Source: an optimization exercise on an open RTL-to-GDS flow (aim: small area, a short achievable clock period and few clock cycles per item). Production flows keep margins and buffers that such runs may drop.
The RTL was checked by simulation tests, not by an equivalence proof against the original design.
Power and IR drop assume default switching activity.

T:
==> flow/design.v (excerpt) <==
module sensor_decode (
    input  wire        clk,
    input  wire        rst,
    input  wire        in_valid,
    output wire        in_ready,
    input  wire [15:0] in_cmd,
    input  wire [7:0]  in_len,
    input  wire [7:0]  in_b0,
    input  wire [7:0]  in_b1,
    input  wire [7:0]  in_b2,
    output reg         out_valid,
    input  wire        out_ready,
    output wire [7:0]  out_status,
    output wire [7:0]  out_unit,
    output wire [63:0] out_f64,
    output wire [15:0] out_int
);
Size in the first run: about 170 flip-flops.
==> module sd_back, before the edit <==
module sd_back (
    input  wire [68:12] e,
    input  wire         o12,
    input  wire         n,
    output wire [63:0]  y
);
    wire [21:0] top = e[68:47] ^ {22{n}};
    reg  [4:0]  lz;
    integer i;
    always @* begin
        lz = 5'd21;
        for (i = 0; i < 22; i = i + 1)
            if (top[i]) lz = 21 - i;
    end
    wire [68:0]  ex0 = {e, 12'd0};
    wire [68:0]  s8  = ({69{lz[4]}} & {ex0[52:0], 16'd0}) | ({69{lz[3]}} & {ex0[60:0], 8'd0})
                     | ({69{~lz[4] & ~lz[3]}} & ex0);
    wire [68:0]  s4  = lz[2] ? {s8[64:0], 4'd0} : s8;
    wire [68:0]  s2  = lz[1] ? {s4[66:0], 2'd0} : s4;
    wire [68:15] s1  = lz[0] ? s2[67:14]        : s2[68:15];
    wire [2:0]  hi3 = e[14:12];
    wire        z   = ~(o12 | (hi3[0] & (lz <= 5'd2)) | (hi3[1] & (lz <= 5'd1))
                          | (hi3[2] & (lz == 5'd0)));
    wire [53:0] v   = s1 ^ {54{n}};
    wire        stk = ~z;
    wire        grd = v[0] ^ (n & z);
    wire        ca  = n & z & v[0];
    wire        inc = ca | (grd & (stk | v[1]));
    wire [10:0] ex  = 11'd1030 - {6'd0, lz};
    wire [51:0] m   = v[52:1];
    reg  [51:0] pa [0:6];
    reg  [51:0] c;
    integer k, d;
    always @* begin
        pa[0] = m;
        for (d = 0; d < 6; d = d + 1) begin
            pa[d+1] = pa[d];
            for (k = 0; k < 52; k = k + 1)
                if (((k >> d) & 1) == 1)
                    pa[d+1][k] = pa[d][k] & pa[d][((k >> d) << d) - 1];
        end
        c[0] = inc;
        for (k = 1; k < 52; k = k + 1)
            c[k] = inc & pa[6][k-1];
    end
    assign y = {n, ex, m ^ c};
endmodule
Settings: LEC_CHECK=0, CAP_MARGIN=20, CORE_MARGIN=2, CORE_UTILIZATION=55, SLEW_MARGIN=20, SYNTH_HIERARCHICAL=1; clock period 35.0 ns.
standard.sh (not shown) runs the stock make flow with config.mk's settings and CLKGATE_MAP_FILE= SYNTH_SCRIPT=/design/flow/synth_recipe.tcl, a recipe that flattens the netlist after the stock synthesis.
==> flow/flow/run.sh <==
#!/bin/bash
# Layout: the standard flow (standard.sh, unchanged synthesis), with
#  - the buffers that synthesis (ABC) inserted removed at floorplan, before
#    the standard repair_design sizes and buffers the netlist again;
#  - ORFS's timing repair asked for more setup slack than the 35 ns clock
#    needs, so that it sizes and buffers the design's real critical paths;
#  - every port buffered with buf_1 rather than the default buffer cell.
set -euo pipefail
cd "$(dirname "$0")/.."
bash standard.sh REMOVE_ABC_BUFFERS=1 SETUP_SLACK_MARGIN=26.9 \
    "BUFFER_PORTS_ARGS=-buffer_cell sky130_fd_sc_hd__buf_1" finish > make_finish.log 2>&1
Testbench counts of T, summed over its fixed seeds: cycles 32,024, items 32,000.
Input-level comparison between P and T:
--- a/flow/design.v
+++ b/flow/design.v
@@ -895,51 +895,68 @@
 module sd_back (
     input  wire [68:12] e,
     input  wire         o12,
     input  wire         n,
     output wire [63:0]  y
 );
-    wire [21:0] top = e[68:47] ^ {22{n}};
+    wire [68:12] ee = e ^ {57{n}};                
+    wire [21:0] top = ee[68:47];
     reg  [4:0]  lz;
     integer i;
     always @* begin
         lz = 5'd21;
         for (i = 0; i < 22; i = i + 1)
             if (top[i]) lz = 21 - i;
     end
-    wire [68:0]  ex0 = {e, 12'd0};
-    wire [68:0]  s8  = ({69{lz[4]}} & {ex0[52:0], 16'd0}) | ({69{lz[3]}} & {ex0[60:0], 8'd0})
+    wire [68:0]  ex0 = {ee, {12{n}}};
+    wire [68:0]  s8  = ({69{lz[4]}} & {ex0[52:0], {16{n}}}) | ({69{lz[3]}} & {ex0[60:0], {8{n}}})
                      | ({69{~lz[4] & ~lz[3]}} & ex0);
-    wire [68:0]  s4  = lz[2] ? {s8[64:0], 4'd0} : s8;
-    wire [68:0]  s2  = lz[1] ? {s4[66:0], 2'd0} : s4;
-    wire [68:15] s1  = lz[0] ? s2[67:14]        : s2[68:15];
+    wire [68:0]  s4  = lz[2] ? {s8[64:0], {4{n}}} : s8;
+    wire [68:0]  s2  = lz[1] ? {s4[66:0], {2{n}}} : s4;
+    wire [68:15] s1  = lz[0] ? s2[67:14]          : s2[68:15];
     wire [2:0]  hi3 = e[14:12];
     wire        z   = ~(o12 | (hi3[0] & (lz <= 5'd2)) | (hi3[1] & (lz <= 5'd1))
                           | (hi3[2] & (lz == 5'd0)));
-    wire [53:0] v   = s1 ^ {54{n}};
+    wire [53:0] v   = s1;
     wire        stk = ~z;
     wire        grd = v[0] ^ (n & z);
     wire        ca  = n & z & v[0];
     wire        inc = ca | (grd & (stk | v[1]));
     wire [10:0] ex  = 11'd1030 - {6'd0, lz};
     wire [51:0] m   = v[52:1];
-    reg  [51:0] pa [0:6];
-    reg  [51:0] c;
+    wire [12:0] ga;
+    genvar g;
+    generate
+        for (g = 0; g < 13; g = g + 1) begin : g_ga
+            assign ga[g] = &m[4*g+3:4*g];
+        end
+    endgenerate
+    reg  [12:0] pg [0:4];
+    reg  [12:0] gc;
     integer k, d;
     always @* begin
-        pa[0] = m;
-        for (d = 0; d < 6; d = d + 1) begin
-            pa[d+1] = pa[d];
-            for (k = 0; k < 52; k = k + 1)
+        pg[0] = ga;
+        for (d = 0; d < 4; d = d + 1) begin
+            pg[d+1] = pg[d];
+            for (k = 0; k < 13; k = k + 1)
                 if (((k >> d) & 1) == 1)
-                    pa[d+1][k] = pa[d][k] & pa[d][((k >> d) << d) - 1];
+                    pg[d+1][k] = pg[d][k] & pg[d][((k >> d) << d) - 1];
         end
-        c[0] = inc;
-        for (k = 1; k < 52; k = k + 1)
-            c[k] = inc & pa[6][k-1];
+        gc[0] = inc;
+        for (k = 1; k < 13; k = k + 1)
+            gc[k] = inc & pg[4][k-1];
     end
+    wire [51:0] c;
+    generate
+        for (g = 0; g < 13; g = g + 1) begin : g_c
+            assign c[4*g]   = gc[g];
+            assign c[4*g+1] = gc[g] & m[4*g];
+            assign c[4*g+2] = gc[g] & m[4*g] & m[4*g+1];
+            assign c[4*g+3] = gc[g] & m[4*g] & m[4*g+1] & m[4*g+2];
+        end
+    endgenerate
     assign y = {n, ex, m ^ c};
 endmodule
 module sensor_decode (
     input  wire        clk,
     input  wire        rst,
     input  wire        in_valid,
Notes after the runs:
Part of the power in combinational logic (P over T): decrease, 5.1 points. P finished every stage and its layout cleared the timing, design-rule and antenna checks. T finished every stage and its layout cleared the timing, design-rule and antenna checks. Going from T to P, net switching share of the total power fell 1.8 points; register-to-register slack rose 240 ps; via count fell 1.3%; period utilization about even; clock skew fell 8.0 ps. P ends up with a die area that is about 2% lower than in T. Of T and P, T shows the higher total non-filler cell area in the finished layout, with P below it. Summary of P over T: proportion of power drawn by the clock network rose by 1.2 points; clock-pin slew on the worst setup and hold paths level.
Testbench counts of P, summed over its fixed seeds: cycles 32,024, items 32,000.

## port drivers added, routing unchanged
Ports are ideal in the flow. The routed layouts listed here were re-timed in OpenROAD.
Step 1, drivers: a clkbuf_16 drives clk and a buf_2 each remaining input, both assumed.
Step 2 times the ports against the registers' clock, not the clock port: input delays grow and output delays shrink by t, the midpoint of the rising clock arrivals with the driver on.
a / b / c = ideal / step 1 / step 2; a / b = the first two.
run | t (ns) | setup slack, ns | hold WS [ns] | slew at the worst register clock pin (ns)
T | 0.499 | 26.995 / 26.948 / 26.637 | 0.432 / 0.432 / 0.432 | 0.08 / 0.08
P | 0.510 | 26.985 / 26.930 / 26.637 | 0.421 / 0.421 / 0.421 | 0.07 / 0.07
After both steps setup and hold are still met in every run listed. The setup slack of T, which loses most, moves by -0.047 ns with the drivers and by -0.358 ns with both steps.
